Source: an optimization exercise on an open RTL-to-GDS flow (aim: small area). Production flows keep margins and buffers that such runs may drop.
The RTL was checked by simulation tests, not by an equivalence proof against the original design.

Setup of run A:
==> flow/design.v (excerpt) <==
module n2t_timing_engine (
    input  wire        clk,
    input  wire        rst,
    input  wire [63:0] tick,
    input  wire [1:0]  btn_in,
    input  wire        in_data,
    input  wire        cmd_valid,
    input  wire [31:0] cmd,
    output wire [1:0]  clk_out,
    output wire [3:0]  out_data,
    output wire [3:0]  out_enable,
    output wire        in_load,
    output wire        in_shift,
    output wire        in_clock,
    output wire [1:0]  btn_state,
    output wire [1:0]  btn_changed,
    output wire [1:0]  clk_mode,
    output wire [15:0] clk_freq0,
    output wire [15:0] clk_freq1,
    output wire [3:0]  out_reversed,
    output wire [15:0] in_word,
    output wire [15:0] in_word_mirrored,
    output wire        in_changed,
    output wire [7:0]  cur_prog,
    output wire [1:0]  seq_mode,
    output reg         cmd_ok
);
==> flow/config.mk <==
export PLATFORM = sky130hd
export DESIGN_NAME = n2t_timing_engine
export DESIGN_NICKNAME = n2t_timing_engine
export VERILOG_FILES = /design/flow/design.v
export SDC_FILE = /design/flow/constraint.sdc
export NUM_CORES = 4
export LEC_CHECK = 0
export ABC_AREA = 1
export CAP_MARGIN = 20
export CORE_MARGIN = 2
export CORE_UTILIZATION = 40
export CTS_BUF_LIST = sky130_fd_sc_hd__clkbuf_8
export SLEW_MARGIN = 20
==> flow/constraint.sdc <==
create_clock -name core_clock -period 70.0 [get_ports {clk}]
set_input_delay 14.0000 -clock core_clock [delete_from_list [all_inputs] [get_ports {clk}]]
set_output_delay 14.0000 -clock core_clock [all_outputs]
set_load 0.01 [all_outputs]
standard.sh (not shown) runs the stock make flow with config.mk's settings and CLKGATE_MAP_FILE= SYNTH_SCRIPT=/design/flow/synth_recipe.tcl, a recipe that flattens the netlist after the stock synthesis.
==> flow/flow/run.sh <==
#!/bin/bash
# Layout flow: the standard flow (standard.sh), with one change to
# synthesis: ORFS's synthesis runs unchanged up to technology mapping, then
# ABC maps the divider (n2t_div, kept as its own module until the final
# flatten) with ORFS's area script and the rest of the design with a
# stronger area-recovery script (flow/area.abc). Registers are mapped by
# dfflibmap before ABC, exactly as in the standard synthesis.
set -euo pipefail
W=$(pwd)
F=$W/flow

# ORFS's synth.tcl with the ABC call split in two
python3 - "$FLOW_HOME/scripts/synth.tcl" "$W/synth_split.tcl" "$F" <<'PY'
import sys
src, dst, f = sys.argv[1:4]
s = open(src).read()
pre = "source $::env(SCRIPTS_DIR)/synth_preamble.tcl"
assert s.count(pre) == 1
s = s.replace(pre, pre + "\n"
    "set div_abc_args  [lreplace $abc_args 1 1 %s/div.abc]\n"
    "set rest_abc_args [lreplace $abc_args 1 1 %s/area.abc]\n" % (f, f))
call = "  log_cmd abc {*}$abc_args\n"
assert s.count(call) == 1
s = s.replace(call, "  log_cmd abc {*}$div_abc_args n2t_div\n"
                    "  log_cmd abc {*}$rest_abc_args n2t_timing_engine\n")
open(dst, "w").write(s)
PY

# The standard flow's synthesis script, sourcing the split copy
sed "s#source \$::env(SCRIPTS_DIR)/synth.tcl#source $W/synth_split.tcl#" synth_recipe.tcl > my_synth.tcl
grep -q "synth_split.tcl" my_synth.tcl

# The standard flow's config, keeping the divider as a module through synthesis
{ cat config.mk; echo "export SYNTH_KEEP_MODULES = n2t_div"; } > my_config.mk

sed -e "s#DESIGN_CONFIG=[^ ]*#DESIGN_CONFIG=$W/my_config.mk#" \
    -e "s#SYNTH_SCRIPT=[^ ]*#SYNTH_SCRIPT=$W/my_synth.tcl#" standard.sh > my_standard.sh
grep -q "my_synth.tcl" my_standard.sh
grep -q "my_config.mk" my_standard.sh

bash my_standard.sh finish > make_finish.log 2>&1
==> flow/flow/area.abc <==
strash
dc2
dch -f
amap
mfs2
strash
dch -f
amap
==> flow/flow/div.abc <==
strash
dch
map -B 0.9
topo
stime -c
buffer -c
upsize -c
dnsize -c
#### Input delta (run B over run A)
Settings: removing CTS_BUF_LIST (formerly sky130_fd_sc_hd__clkbuf_8).
==> flow/run.sh (new file) <==
#!/bin/bash
# synth_recipe.tcl (not shown) runs the flow's synth.tcl, then flattens the netlist and writes it again
# the make line also repeats each setting of config.mk as NAME=value (left out here)
make -C /OpenROAD-flow-scripts/flow DESIGN_CONFIG=/design/flow/config.mk WORK_HOME=/design/flow/orfs CLKGATE_MAP_FILE= SYNTH_SCRIPT=/design/flow/synth_recipe.tcl finish
removed: flow/flow/run.sh
removed: flow/flow/area.abc
removed: flow/flow/div.abc
removed: flow/standard.sh
## What came out
Timing, DRC, antenna: 0 failures across run A and run B. Looking at via count, run B sits about 1.3% higher than run A does. Higher vertical extent of the die was reported by run B, not run A. Critical path data required time delta for run B relative to run A: 0.08 ns lower. Highest attainable clock frequency ended up 0.13 MHz lower on run B than on run A. Going from run A to run B, routing usage on met1 decreased by 1.3 points relative to the old numbers; global-route usage now smaller. [compare] base=run A new=run B: final-layout clock buffer total saw a decrease, met3 demand-to-capacity share in global routing saw a decrease, clock skew saw a decrease.
Here is what was changed in the inputs of run C compared with run B.
==> flow/flow/run.sh (new file) <==
#!/bin/bash
# Layout flow: the standard flow (standard.sh), with one change to
# synthesis: ORFS's synthesis runs unchanged up to technology mapping, then
# ABC maps the divider (n2t_div, kept as its own module until the final
# flatten) with ORFS's area script and the rest of the design with a
# stronger area-recovery script (flow/area.abc). Registers are mapped by
# dfflibmap before ABC, exactly as in the standard synthesis.
set -euo pipefail
W=$(pwd)
F=$W/flow

# ORFS's synth.tcl with the ABC call split in two
python3 - "$FLOW_HOME/scripts/synth.tcl" "$W/synth_split.tcl" "$F" <<'PY'
import sys
src, dst, f = sys.argv[1:4]
s = open(src).read()
pre = "source $::env(SCRIPTS_DIR)/synth_preamble.tcl"
assert s.count(pre) == 1
s = s.replace(pre, pre + "\n"
    "set div_abc_args  [lreplace $abc_args 1 1 %s/div.abc]\n"
    "set rest_abc_args [lreplace $abc_args 1 1 %s/area.abc]\n" % (f, f))
call = "  log_cmd abc {*}$abc_args\n"
assert s.count(call) == 1
s = s.replace(call, "  log_cmd abc {*}$div_abc_args n2t_div\n"
                    "  log_cmd abc {*}$rest_abc_args n2t_timing_engine\n")
open(dst, "w").write(s)
PY

# The standard flow's synthesis script, sourcing the split copy
sed "s#source \$::env(SCRIPTS_DIR)/synth.tcl#source $W/synth_split.tcl#" synth_recipe.tcl > my_synth.tcl
grep -q "synth_split.tcl" my_synth.tcl

# The standard flow's config, keeping the divider as a module through synthesis
{
    cat config.mk
    echo "export SYNTH_KEEP_MODULES = n2t_div"
    # clock tree: larger sink clusters, no dummy loads
    echo "export CTS_ARGS = -sink_clustering_enable -repair_clock_nets -dont_use_dummy_load -sink_clustering_size 24 -sink_clustering_max_diameter 150"
} > my_config.mk

sed -e "s#DESIGN_CONFIG=[^ ]*#DESIGN_CONFIG=$W/my_config.mk#" \
    -e "s#SYNTH_SCRIPT=[^ ]*#SYNTH_SCRIPT=$W/my_synth.tcl#" standard.sh > my_standard.sh
grep -q "my_synth.tcl" my_standard.sh
grep -q "my_config.mk" my_standard.sh

bash my_standard.sh finish > make_finish.log 2>&1
==> flow/flow/area.abc (new file) <==
strash
dc2
dch -f
amap
mfs2
strash
dch -f
amap
==> flow/flow/div.abc (new file) <==
strash
dch
map -B 0.9
topo
stime -c
buffer -c
upsize -c
dnsize -c
==> flow/standard.sh (new file) <==
#!/bin/bash
# synth_recipe.tcl (not shown) runs the flow's synth.tcl, then flattens the netlist and writes it again
# the make line also repeats each setting of config.mk as NAME=value (left out here)
make -C /OpenROAD-flow-scripts/flow DESIGN_CONFIG=/design/flow/config.mk WORK_HOME=/design/flow/orfs CLKGATE_MAP_FILE= SYNTH_SCRIPT=/design/flow/synth_recipe.tcl "${@:-finish}"
removed: flow/run.sh
==> comparison <==
The top routing layer in use comes out met5 in one run and met4 in the other, namely in run B and run C respectively.
| worst clock skew | run C vs run B | worse |
Diff run B -> run C: register-to-register slack went up 0.86 ns; time the worst path needs with I/O delays and setup dropped 0.55 ns.
Row number of inserted diodes: run C lower / run B higher
Compared with run B, the router placed fewer vias in run C.
Inputs modified between run C and run D:
diff --git a/flow/flow/run.sh b/flow/flow/run.sh
--- a/flow/flow/run.sh
+++ b/flow/flow/run.sh
@@ -33,8 +33,3 @@
 # The standard flow's config, keeping the divider as a module through synthesis
-{
-    cat config.mk
-    echo "export SYNTH_KEEP_MODULES = n2t_div"
-    # clock tree: larger sink clusters, no dummy loads
-    echo "export CTS_ARGS = -sink_clustering_enable -repair_clock_nets -dont_use_dummy_load -sink_clustering_size 24 -sink_clustering_max_diameter 150"
-} > my_config.mk
+{ cat config.mk; echo "export SYNTH_KEEP_MODULES = n2t_div"; } > my_config.mk
 
==> comparison <==
Routed wire length (run D over run C): increase, about 1%. Of run C and run D, the lower number of cells on the critical path belongs to run C. Density: run D denser than run C. Compared with run C, in run D maximum cell stage delay along the critical path increased by 0.22 ns relative to the old numbers; synthesis-to-finish area growth now larger; post-synthesis xor/xnor area fraction shows no meaningful change. Run D finished all stages; the layout is clean.

========
n2t_timing_engine, a different RTL version from the one above (not shown whole).
For scale: about 640 flip-flops, about 200 I/O pins.
## n2t_timing_engine
module n2t_timing_engine (
    input  wire        clk,
    input  wire        rst,
    input  wire [63:0] tick,
    input  wire [1:0]  btn_in,
    input  wire        in_data,
    input  wire        cmd_valid,
    input  wire [31:0] cmd,
    output wire [1:0]  clk_out,
    output wire [3:0]  out_data,
    output wire [3:0]  out_enable,
    output wire        in_load,
    output wire        in_shift,
    output wire        in_clock,
    output wire [1:0]  btn_state,
    output wire [1:0]  btn_changed,
    output wire [1:0]  clk_mode,
    output wire [15:0] clk_freq0,
    output wire [15:0] clk_freq1,
    output wire [3:0]  out_reversed,
    output wire [15:0] in_word,
    output wire [15:0] in_word_mirrored,
    output wire        in_changed,
    output wire [7:0]  cur_prog,
    output wire [1:0]  seq_mode,
    output reg         cmd_ok
);
Settings: LEC_CHECK=0, ABC_AREA=1, CAP_MARGIN=20, CORE_MARGIN=2, CORE_UTILIZATION=40, SLEW_MARGIN=20; clock period 70.0 ns.
==> flow/flow/run.sh <==
#!/bin/bash
# Layout flow: the standard flow (standard.sh), with one change to
# synthesis: ORFS's synthesis runs unchanged up to technology mapping, then
# ABC maps the divider (n2t_div, kept as its own module until the final
# flatten) with ORFS's area script and the rest of the design with a
# stronger area-recovery script (flow/area.abc). Registers are mapped by
# dfflibmap before ABC, exactly as in the standard synthesis.
set -euo pipefail
W=$(pwd)
F=$W/flow

# ORFS's synth.tcl with the ABC call split in two
python3 - "$FLOW_HOME/scripts/synth.tcl" "$W/synth_split.tcl" "$F" <<'PY'
import sys
src, dst, f = sys.argv[1:4]
s = open(src).read()
pre = "source $::env(SCRIPTS_DIR)/synth_preamble.tcl"
assert s.count(pre) == 1
s = s.replace(pre, pre + "\n"
    "set div_abc_args  [lreplace $abc_args 1 1 %s/div.abc]\n"
    "set rest_abc_args [lreplace $abc_args 1 1 %s/area.abc]\n" % (f, f))
call = "  log_cmd abc {*}$abc_args\n"
assert s.count(call) == 1
s = s.replace(call, "  log_cmd abc {*}$div_abc_args n2t_div\n"
                    "  log_cmd abc {*}$rest_abc_args n2t_timing_engine\n")
open(dst, "w").write(s)
PY

# The standard flow's synthesis script, sourcing the split copy
sed "s#source \$::env(SCRIPTS_DIR)/synth.tcl#source $W/synth_split.tcl#" synth_recipe.tcl > my_synth.tcl
grep -q "synth_split.tcl" my_synth.tcl

# The standard flow's config, keeping the divider as a module through synthesis
{
    cat config.mk
    echo "export SYNTH_KEEP_MODULES = n2t_div"
    # clock tree: larger sink clusters, no dummy loads
    # port buffers: the smallest buffer cell
    echo "export BUFFER_PORTS_ARGS = -buffer_cell sky130_fd_sc_hd__buf_1"
    echo "export CTS_ARGS = -sink_clustering_enable -repair_clock_nets -dont_use_dummy_load -sink_clustering_size 20 -sink_clustering_max_diameter 100"
} > my_config.mk

sed -e "s#DESIGN_CONFIG=[^ ]*#DESIGN_CONFIG=$W/my_config.mk#" \
    -e "s#SYNTH_SCRIPT=[^ ]*#SYNTH_SCRIPT=$W/my_synth.tcl#" standard.sh > my_standard.sh
grep -q "my_synth.tcl" my_standard.sh
grep -q "my_config.mk" my_standard.sh

bash my_standard.sh finish > make_finish.log 2>&1
==> flow/flow/area.abc <==
strash
dc2
dch -f
amap
mfs2
strash
dch -f
amap
==> flow/flow/div.abc <==
strash
dch
map -a
topo
stime -c
buffer -c
upsize -c
dnsize -c
The baseline finished clean.
Change:
--- a/flow/flow/run.sh
+++ b/flow/flow/run.sh
@@ -38,2 +37,0 @@
-    # port buffers: the smallest buffer cell
-    echo "export BUFFER_PORTS_ARGS = -buffer_cell sky130_fd_sc_hd__buf_1"
==> flow/flow/div.abc (replaced) <==
strash
dch
map -B 0.9
topo
stime -c
buffer -c
upsize -c
dnsize -c
What happened: Cell count came out higher by a few percent. Via count came out higher by a few percent. Register-to-register slack gains 1.2 ns. Fmax came out higher slightly. Worst hold slack gains 0.0049 ns. Critical path depth came out lower by 27.
Change:
--- a/flow/flow/run.sh
+++ b/flow/flow/run.sh
@@ -2 +2 @@
-# Layout flow: the standard flow (standard.sh), with one change to
+# Layout flow: the standard flow (standard.sh), with changes to
@@ -6,2 +6,4 @@
-# stronger area-recovery script (flow/area.abc). Registers are mapped by
-# dfflibmap before ABC, exactly as in the standard synthesis.
+# stronger area-recovery script (flow/area.abc); full-adder extraction is
+# limited to the divider. Registers are mapped by dfflibmap before ABC,
+# exactly as in the standard synthesis. Layout: the smallest buffer for the
+# port buffers, and a clock tree with larger sink clusters and no dummy loads.
@@ -25,0 +28,5 @@
+# full adders are extracted (and mapped to adder cells) in the divider only;
+# ABC maps the rest's arithmetic itself
+fa = "  extract_fa {*}[dont_use_extract_fa_args]\n"
+assert s.count(fa) == 1
+s = s.replace(fa, "  extract_fa {*}[dont_use_extract_fa_args] n2t_div\n")
@@ -38 +45,3 @@
-    echo "export CTS_ARGS = -sink_clustering_enable -repair_clock_nets -dont_use_dummy_load -sink_clustering_size 20 -sink_clustering_max_diameter 100"
+    # port buffers: the smallest buffer cell
+    echo "export BUFFER_PORTS_ARGS = -buffer_cell sky130_fd_sc_hd__buf_1"
+    echo "export CTS_ARGS = -sink_clustering_enable -repair_clock_nets -dont_use_dummy_load -buf_list sky130_fd_sc_hd__clkbuf_8 -sink_clustering_size 14 -sink_clustering_max_diameter 70"
==> flow/flow/div.abc (replaced) <==
strash
dch
map -a
topo
stime -c
buffer -c
upsize -c
dnsize -c
- SETUP_SLACK_MARGIN: not set -> -1.5
Effect: Worst hold slack gets worse by 0.011 ns; first-iteration DRC count rose by 14%; cell area is lower by 4.5%.
Change:
--- a/flow/flow/run.sh
+++ b/flow/flow/run.sh
@@ -2 +2 @@
-# Layout flow: the standard flow (standard.sh), with changes to
+# Layout flow: the standard flow (standard.sh), with one change to
@@ -6,4 +6,2 @@
-# stronger area-recovery script (flow/area.abc); full-adder extraction is
-# limited to the divider. Registers are mapped by dfflibmap before ABC,
-# exactly as in the standard synthesis. Layout: the smallest buffer for the
-# port buffers, and a clock tree with larger sink clusters and no dummy loads.
+# stronger area-recovery script (flow/area.abc). Registers are mapped by
+# dfflibmap before ABC, exactly as in the standard synthesis.
@@ -28,5 +25,0 @@
-# full adders are extracted (and mapped to adder cells) in the divider only;
-# ABC maps the rest's arithmetic itself
-fa = "  extract_fa {*}[dont_use_extract_fa_args]\n"
-assert s.count(fa) == 1
-s = s.replace(fa, "  extract_fa {*}[dont_use_extract_fa_args] n2t_div\n")
@@ -47 +40 @@
-    echo "export CTS_ARGS = -sink_clustering_enable -repair_clock_nets -dont_use_dummy_load -buf_list sky130_fd_sc_hd__clkbuf_8 -sink_clustering_size 14 -sink_clustering_max_diameter 70"
+    echo "export CTS_ARGS = -sink_clustering_enable -repair_clock_nets -dont_use_dummy_load -sink_clustering_size 20 -sink_clustering_max_diameter 100"
==> flow/flow/div.abc (replaced) <==
strash
dc2
dch -f
map -a
topo
stime -c
upsize -c
dnsize -c
- SETUP_SLACK_MARGIN: -1.5 -> not set
After rerunning: The changed run completed without violations; global-route usage decreases by 1.5 points; via count is lower by 8.9%; die area falls by 0.34%; non-clock buffer count goes up by 78; wire length decreases by about 6%.
Change:
--- a/flow/flow/run.sh
+++ b/flow/flow/run.sh
@@ -2 +2 @@
-# Layout flow: the standard flow (standard.sh), with one change to
+# Layout flow: the standard flow (standard.sh), with changes to
@@ -6,2 +6,4 @@
-# stronger area-recovery script (flow/area.abc). Registers are mapped by
-# dfflibmap before ABC, exactly as in the standard synthesis.
+# stronger area-recovery script (flow/area.abc); full-adder extraction is
+# limited to the divider. Registers are mapped by dfflibmap before ABC,
+# exactly as in the standard synthesis. Layout: the smallest buffer for the
+# port buffers, and a clock tree with larger sink clusters and no dummy loads.
@@ -25,0 +28,5 @@
+# full adders are extracted (and mapped to adder cells) in the divider only;
+# ABC maps the rest's arithmetic itself
+fa = "  extract_fa {*}[dont_use_extract_fa_args]\n"
+assert s.count(fa) == 1
+s = s.replace(fa, "  extract_fa {*}[dont_use_extract_fa_args] n2t_div\n")
@@ -40 +47 @@
-    echo "export CTS_ARGS = -sink_clustering_enable -repair_clock_nets -dont_use_dummy_load -sink_clustering_size 20 -sink_clustering_max_diameter 100"
+    echo "export CTS_ARGS = -sink_clustering_enable -repair_clock_nets -dont_use_dummy_load -buf_list sky130_fd_sc_hd__clkbuf_8 -sink_clustering_size 14 -sink_clustering_max_diameter 70"
==> flow/flow/div.abc (replaced) <==
strash
dch
map -a
topo
stime -c
buffer -c
upsize -c
dnsize -c
Core utilization decreases by 1.0 points.
Setup slack gains 1.1 ns.
Cell area decreases by 2.1%.
Die area increases by 0.34%.
Critical path depth decreases by 13.
Synthesized area increases by about 0.35%.
Change:
--- a/flow/flow/run.sh
+++ b/flow/flow/run.sh
@@ -47 +47 @@
-    echo "export CTS_ARGS = -sink_clustering_enable -repair_clock_nets -dont_use_dummy_load -buf_list sky130_fd_sc_hd__clkbuf_8 -sink_clustering_size 14 -sink_clustering_max_diameter 70"
+    echo "export CTS_ARGS = -sink_clustering_enable -repair_clock_nets -dont_use_dummy_load -sink_clustering_size 20 -sink_clustering_max_diameter 100"
Result: Area after synthesis is unchanged; cell count hardly moves; fmax is about the same; core utilization went up by 0.22 points; global-route usage barely changes; sequential share of layout area went down by 0.13 points.

==> what the ideal ports hide <==
No port has a modelled driver above. Below, the same layouts with a new extraction and two added sets of constraints. Step 1 (the two cells are an assumption about what drives the block):
set clk [get_ports {clk}]
set_driving_cell -lib_cell sky130_fd_sc_hd__clkbuf_16 $clk
set_driving_cell -lib_cell sky130_fd_sc_hd__buf_2 [delete_from_list [all_inputs] $clk]
Step 2 also shifts input and output timing later by t, the mid clock arrival at the registers, as if the neighbouring blocks saw the same clock. Three values: ideal, step 1, step 2; two values: the first two.
run	t, ns	setup slack, ns	hold WS [ns]	worst setup path at the end	latest minus earliest clock arrival (ns)
run A	0.849	5.433 / 5.473 / 4.624	0.461 / 0.461 / 0.461	input to register	0.072 / 0.072
run B	0.726	4.907 / 4.932 / 4.206	0.446 / 0.446 / 0.446	input to register	0.042 / 0.042
run C	0.715	5.453 / 5.494 / 4.779	0.468 / 0.468 / 0.468	input to register	0.078 / 0.079
run D	0.722	5.308 / 5.349 / 4.627	0.460 / 0.460 / 0.460	input to register	0.054 / 0.054
the first run of note 2	0.658	4.668 / 4.719 / 4.061	0.464 / 0.464 / 0.464	input to register	0.047 / 0.046
the second run of note 2	0.637	5.414 / 5.405 / 4.768	0.469 / 0.469 / 0.469	input to register	0.055 / 0.054
the third run of note 2	0.792	3.519 / 3.517 / 2.724	0.458 / 0.458 / 0.458	input to register	0.085 / 0.085
the fourth run of note 2	0.642	3.545 / 3.537 / 2.895	0.465 / 0.465 / 0.465	input to register	0.078 / 0.078
the fifth run of note 2	0.786	4.628 / 4.595 / 3.808	0.459 / 0.459 / 0.459	input to register	0.081 / 0.081
the sixth run of note 2	0.665	4.650 / 4.629 / 3.963	0.457 / 0.457 / 0.457	input to register	0.078 / 0.077
After both steps setup and hold are still met in every run listed. The setup slack of the fifth run of note 2, which loses most, moves by -0.033 ns with the drivers and by -0.820 ns with both steps.
